Source: an optimization exercise on an open RTL-to-GDS flow (aim: small area, a short achievable clock period and few clock cycles per item). Production flows keep margins and buffers that such runs may drop. In this exercise RTL edits were held to simulation tests only and were not proved equivalent to the original.

==> inputs of trial 57 <==
// audio_sequencer_timing_fsm
module audio_sequencer_timing_fsm (
    input  wire        clk,
    input  wire        rst,             
    input  wire [11:0] spt_i,           
    input  wire [4:0]  loop_bars_i,     
    input  wire [35:0] pan_i,           
    input  wire [47:0] vol_i,           
    input  wire [17:0] smp_i,           
    input  wire [95:0] len_i,           
    input  wire        start_i,
    input  wire        complete_i,
    output wire        stream_start_o,
    output wire [1:0]  stream_slot_o,
    output wire        ring_we_o,
    output wire [1:0]  ring_slot_o,
    output wire [4:0]  ring_frame_o,
    output wire [31:0] ring_wdata_o,
    output reg         song_re_o,
    output wire [3:0]  song_b_o,
    input  wire [2:0]  song_d_i,
    output reg         pat_re_o,
    output reg  [2:0]  pat_p_o,
    output reg  [2:0]  pat_v_o,
    output wire [6:0]  pat_t_o,
    input  wire [7:0]  pat_d_i,
    output wire        samp_re_o,
    output wire [2:0]  samp_k_o,
    output wire [11:0] samp_i_o,
    input  wire [15:0] samp_d_i
);
    wire frame_start;
    wire may_issue;
    ring_ctrl u_ring (
        .clk            (clk),
        .rst            (rst),
        .start_i        (start_i),
        .complete_i     (complete_i),
  ...
Settings: LEC_CHECK=0, ABC_CLOCK_PERIOD_IN_PS=4000, CAP_MARGIN=20, CORE_MARGIN=2, CORE_UTILIZATION=40, PLACE_DENSITY=0.6, SLEW_MARGIN=20; clock period 14.0 ns.
run.sh (not shown) runs the stock make flow with config.mk's settings and CLKGATE_MAP_FILE= SYNTH_SCRIPT=/design/flow/synth_recipe.tcl, a recipe that flattens the netlist after the stock synthesis.
==> build 41 (differences from trial 57) <==
--- a/flow/design.v
+++ b/flow/design.v
@@ -5,39 +5,48 @@
     input  wire [11:0] spt_i,
     input  wire [4:0]  loop_bars_i,
     output reg  [3:0]  bar,
     output reg  [6:0]  tick,
     output reg         tick_start
 );
     localparam [6:0] BAR_LEN = 7'd72;
-    reg [11:0] sot;    
+    reg [11:0] sot;         
+    reg        sot_last;    
+    reg        tick_last;   
+    reg        bar_last;    
+    wire tick_wrap = advance && sot_last;
+    wire bar_wrap  = tick_wrap && tick_last;
+    wire sl_hold = (sot + 12'd1 == spt_i);
+    wire sl_step = sot_last ? (spt_i == 12'd1) : (sot + 12'd2 == spt_i);
+    wire bl_hold = ({1'b0, bar} + 5'd1 == loop_bars_i);
+    wire bl_step = bar_last ? (loop_bars_i == 5'd1) : ({1'b0, bar} + 5'd2 == loop_bars_i);
     always @(posedge clk) begin
         if (rst) begin
             bar        <= 4'd0;
             tick       <= 7'd0;
             sot        <= 12'd0;
             tick_start <= 1'b1;
+            tick_last  <= 1'b0;
         end else if (advance) begin
-            if (sot + 12'd1 == spt_i) begin
-                sot        <= 12'd0;
-                tick_start <= 1'b1;
-                if (tick == BAR_LEN - 7'd1) begin
+            tick_start <= sot_last;
+            if (sot_last) begin
+                sot       <= 12'd0;
+                tick_last <= (tick == BAR_LEN - 7'd2);
+                if (tick_last) begin
                     tick <= 7'd0;
-                    if ({1'b0, bar} + 5'd1 == loop_bars_i)
-                        bar <= 4'd0;
-                    else
-                        bar <= bar + 4'd1;
+                    bar  <= bar_last ? 4'd0 : bar + 4'd1;
                 end else begin
                     tick <= tick + 7'd1;
                 end
             end else begin
-                sot        <= sot + 12'd1;
-                tick_start <= 1'b0;
+                sot <= sot + 12'd1;
             end
         end
+        sot_last <= (advance && !rst) ? sl_step : sl_hold;
+        bar_last <= (bar_wrap && !rst) ? bl_step : bl_hold;
     end
 endmodule
 module ring_ctrl (
     input  wire       clk,
     input  wire       rst,
     input  wire       start_i,
     input  wire       complete_i,
@@ -254,44 +263,59 @@
         for (i = 0; i < 5; i = i + 1) begin
             d_neg[i] <= (gb[2*i+2] ^ neg2) && !zero2;
             d_one[i] <= (gb[2*i+1] ^ gb[2*i]) && !zero2;
             d_two[i] <= ((gb[2*i +: 3] == 3'b011) || (gb[2*i +: 3] == 3'b100)) && !zero2;
         end
         s3 <= s;
     end
+    localparam [8:0] K_S1 = 9'b010101011;    
+    localparam [8:0] K_S0 = 9'b010101100;    
     wire [24:0] row [0:4];
-    wire [24:0] fix;
     genvar g;
     generate
         for (g = 0; g < 5; g = g + 1) begin : rows
-            wire [16:0] mag = d_one[g] ? {s3[15], s3} : d_two[g] ? {s3, 1'b0} : 17'd0;
+            wire [16:0] mag = ({17{d_one[g]}} & {s3[15], s3}) | ({17{d_two[g]}} & {s3, 1'b0});
             wire [16:0] sm  = mag ^ {17{d_neg[g]}};
-            assign row[g] = {{8{1'b0}}, ~sm[16], sm[15:0]} << (2 * g);
+            if (g == 0) begin : r0
+                assign row[g] = {(sm[16] ? K_S1 : K_S0), sm[15:0]};
+            end else begin : rn
+                assign row[g] = ({8'd0, ~sm[16], sm[15:0]} << (2 * g)) | ({24'd0, d_neg[g-1]} << (2 * g - 2));
+            end
         end
     endgenerate
-    assign fix = 25'h0AB0000 | {16'd0, d_neg[4], 1'b0, d_neg[3], 1'b0,
-                                d_neg[2], 1'b0, d_neg[1], 1'b0, d_neg[0]};
+    wire [24:0] row5 = {16'd0, d_neg[4], 8'd0};
     function [49:0] csa;
         input [24:0] x, y, z;
         csa = {((x & y) | (x & z) | (y & z)) << 1, x ^ y ^ z};
     endfunction
     wire [49:0] l1a = csa(row[0], row[1], row[2]);
-    wire [49:0] l1b = csa(row[3], row[4], fix);
+    wire [49:0] l1b = csa(row[3], row[4], row5);
     wire [49:0] l2  = csa(l1a[24:0], l1a[49:25], l1b[24:0]);
     wire [49:0] l3  = csa(l2[24:0], l2[49:25], l1b[49:25]);
+    wire [24:0] sum;
+    fast_add #(.W(25)) u_add (.a(l3[24:0]), .b(l3[49:25]), .s(sum));
     always @(posedge clk)
-        gs <= l3[24:0] + l3[49:25];
+        gs <= sum;
+endmodule
+module fast_add #(
+    parameter W = 8
+) (
+    input  wire [W-1:0] a,
+    input  wire [W-1:0] b,
+    output wire [W-1:0] s
+);
+    assign s = a + b;
 endmodule
 module mixer_acc (
     input  wire        clk,
     input  wire        rst,
     input  wire [2:0]  v3,         
     input  wire [35:0] pan_i,
+    input  wire        from_i3,    
     input  wire        vld,        
-    input  wire        from_i,     
     input  wire        to_i,       
     input  wire        last,       
     input  wire [24:0] gs,
     output reg         we,
     output reg  [31:0] word
 );
     wire [5:0] pan = pan_i[6*v3 +: 6];
@@ -309,58 +333,64 @@
     end
     reg  [30:0] f_l;
     reg  [25:0] f_s;
     reg  [30:0] i_l;
     reg  [25:0] i_s;
     reg         i_ok;      
     reg         wr;
-    wire        use_i  = from_i && i_ok;
-    wire [30:0] base_l = from_i ? (use_i ? i_l : 31'd0) : f_l;
-    wire [25:0] base_s = from_i ? (use_i ? i_s : 26'd0) : f_s;
+    reg         use_i, use_f;
+    always @(posedge clk) begin
+        use_i <= from_i3 && (i_ok || (vld && to_i));
+        use_f <= !from_i3;
+    end
+    wire [30:0] base_l = ({31{use_i}} & i_l) | ({31{use_f}} & f_l);
+    wire [25:0] base_s = ({26{use_i}} & i_s) | ({26{use_f}} & f_s);
+    localparam [5:0] K_S1 = 6'b101011;    
+    localparam [5:0] K_S0 = 6'b101100;    
     wire [30:0] row [0:2];
     genvar g;
     generate
         for (g = 0; g < 3; g = g + 1) begin : rows
-            wire [25:0] mag = p_one[g] ? {gs[24], gs} : p_two[g] ? {gs, 1'b0} : 26'd0;
+            wire [25:0] mag = ({26{p_one[g]}} & {gs[24], gs}) | ({26{p_two[g]}} & {gs, 1'b0});
             wire [25:0] sm  = mag ^ {26{p_neg[g]}};
-            assign row[g] = {{4{1'b0}}, ~sm[25], sm[24:0]} << (2 * g);
+            if (g == 0) begin : r0
+                assign row[g] = {(sm[25] ? K_S1 : K_S0), sm[24:0]};
+            end else begin : rn
+                assign row[g] = ({5'd0, ~sm[25], sm[24:0]} << (2 * g)) | ({30'd0, p_neg[g-1]} << (2 * g - 2));
+            end
         end
     endgenerate
-    wire [30:0] fix = 31'h56000000 | {28'd0, p_neg[1], 1'b0, p_neg[0]};
     function [61:0] csa;
         input [30:0] x, y, z;
         csa = {((x & y) | (x & z) | (y & z)) << 1, x ^ y ^ z};
     endfunction
     wire [61:0] l1 = csa(row[0], row[1], row[2]);
-    wire [61:0] l2 = csa(l1[30:0], l1[61:31], fix);
-    wire [61:0] l3 = csa(l2[30:0], l2[61:31], base_l);
-    wire [30:0] n_l = l3[30:0] + l3[61:31];
+    wire [61:0] l2 = csa(l1[30:0], l1[61:31], base_l);
+    wire [30:0] n_l;
+    fast_add #(.W(31)) u_add (.a(l2[30:0]), .b(l2[61:31]), .s(n_l));
     wire [25:0] n_s = base_s + {gs[24], gs};
     wire [30:0] r = {f_s, 5'b00000} - f_l;
     always @(posedge clk) begin
         if (rst) begin
             i_ok <= 1'b0;
             wr   <= 1'b0;
             we   <= 1'b0;
         end else begin
             if (vld && to_i)
                 i_ok <= 1'b1;
             wr <= vld && last;
             we <= wr;
         end
-        if (vld) begin
-            f_l <= n_l;
-            f_s <= n_s;
-            if (to_i) begin
-                i_l <= n_l;
-                i_s <= n_s;
-            end
+        f_l <= n_l;
+        f_s <= n_s;
+        if (vld && to_i) begin
+            i_l <= n_l;
+            i_s <= n_s;
         end
-        if (wr)
-            word <= {f_l[30:15], r[30:15]};
+        word <= {f_l[30:15], r[30:15]};
     end
 endmodule
 module audio_sequencer_timing_fsm (
     input  wire        clk,
     input  wire        rst,             
     input  wire [11:0] spt_i,           
     input  wire [4:0]  loop_bars_i,     
@@ -525,28 +555,28 @@
         t1_v    <= item_v;
         t1_lvl  <= item_lvl;
     end
     reg        t2_vld, t2_from, t2_to, t2_last;
     reg  [2:0] t2_v;
     reg        t3_vld, t3_from, t3_to, t3_last;
     reg  [2:0] t3_v;
-    reg        t4_vld, t4_from, t4_to, t4_last;
+    reg        t4_vld, t4_to, t4_last;
     always @(posedge clk) begin
         if (rst) begin
             t2_vld <= 1'b0;
             t3_vld <= 1'b0;
             t4_vld <= 1'b0;
         end else begin
             t2_vld <= t1_vld;
             t3_vld <= t2_vld;
             t4_vld <= t3_vld;
         end
         {t2_from, t2_to, t2_last, t2_v} <= {t1_from, t1_to, t1_last, t1_v};
         {t3_from, t3_to, t3_last, t3_v} <= {t2_from, t2_to, t2_last, t2_v};
-        {t4_from, t4_to, t4_last}       <= {t3_from, t3_to, t3_last};
+        {t4_to, t4_last}                <= {t3_to, t3_last};
     end
     wire [24:0] gs;
     emphasis_gain_multiplier u_gain (
         .clk    (clk),
         .v1     (t1_v),
         .lvl1   (t1_lvl),
         .neg1   (t1_neg),
@@ -556,16 +586,16 @@
         .gs     (gs)
     );
     mixer_acc u_mix (
         .clk    (clk),
         .rst    (rst),
         .v3     (t3_v),
         .pan_i  (pan_i),
+        .from_i3(t3_from),
         .vld    (t4_vld),
-        .from_i (t4_from),
         .to_i   (t4_to),
         .last   (t4_last),
         .gs     (gs),
         .we     (ring_we_o),
         .word   (ring_wdata_o)
     );
 endmodule
Settings changed: CAP_MARGIN 20 to 70, CORE_UTILIZATION 40 to 55, PLACE_DENSITY 0.6 to 0.7, SLEW_MARGIN 20 to 70, SYNTH_HIERARCHICAL from default to 1.
==> summary of the runs <==
Routed wire length: trial 57 is smaller than build 41 (17%).
Between trial 57 and build 41, the lower synthesized area is in trial 57 (gap 2.6%, measured against build 41).
Of trial 57 and build 41, build 41 has the higher non-clock buffer count (gap 7).
Worst hold slack: build 41 is lower than trial 57 (0.0020 ns).
Against trial 57, the global-route usage of build 41 is higher by 12 points.
Between build 41 and trial 57, the lower worst setup slack is in trial 57 (gap 1.0 ns).
Testbench counts of trial 57, summed over its fixed seeds: cycles 18,904, frames 16,384.
Testbench counts of build 41, summed over its fixed seeds: cycles 18,904, frames 16,384.

[what the ideal ports hide]
The flow's constraints put no driver on any port. The routed layouts listed below were extracted and timed again, unchanged, in two steps. Step 1 (the two cells are an assumption about what drives the block):
set clk [get_ports {clk}]
set_driving_cell -lib_cell sky130_fd_sc_hd__clkbuf_16 $clk
set_driving_cell -lib_cell sky130_fd_sc_hd__buf_2 [delete_from_list [all_inputs] $clk]
Step 2 adds t to the input delays and takes it off the output delays; t is the mean of the earliest and latest rising clock arrival at the registers after step 1. Input paths then give back, and output paths get back, about the clock's delay inside the block. Slacks: ideal / step 1 / step 2; pairs: ideal / step 1.
run	shift t [ns]	slack for setup (ns)	cell pins on the clock port's net
trial 57	0.687	7.989 / 7.989 / 7.989	1
build 41	0.665	9.027 / 9.027 / 8.977	1
After both steps every run listed still meets setup and hold. The setup slack of build 41, which loses most, moves by 0.000 ns with the drivers and by -0.050 ns with both steps.
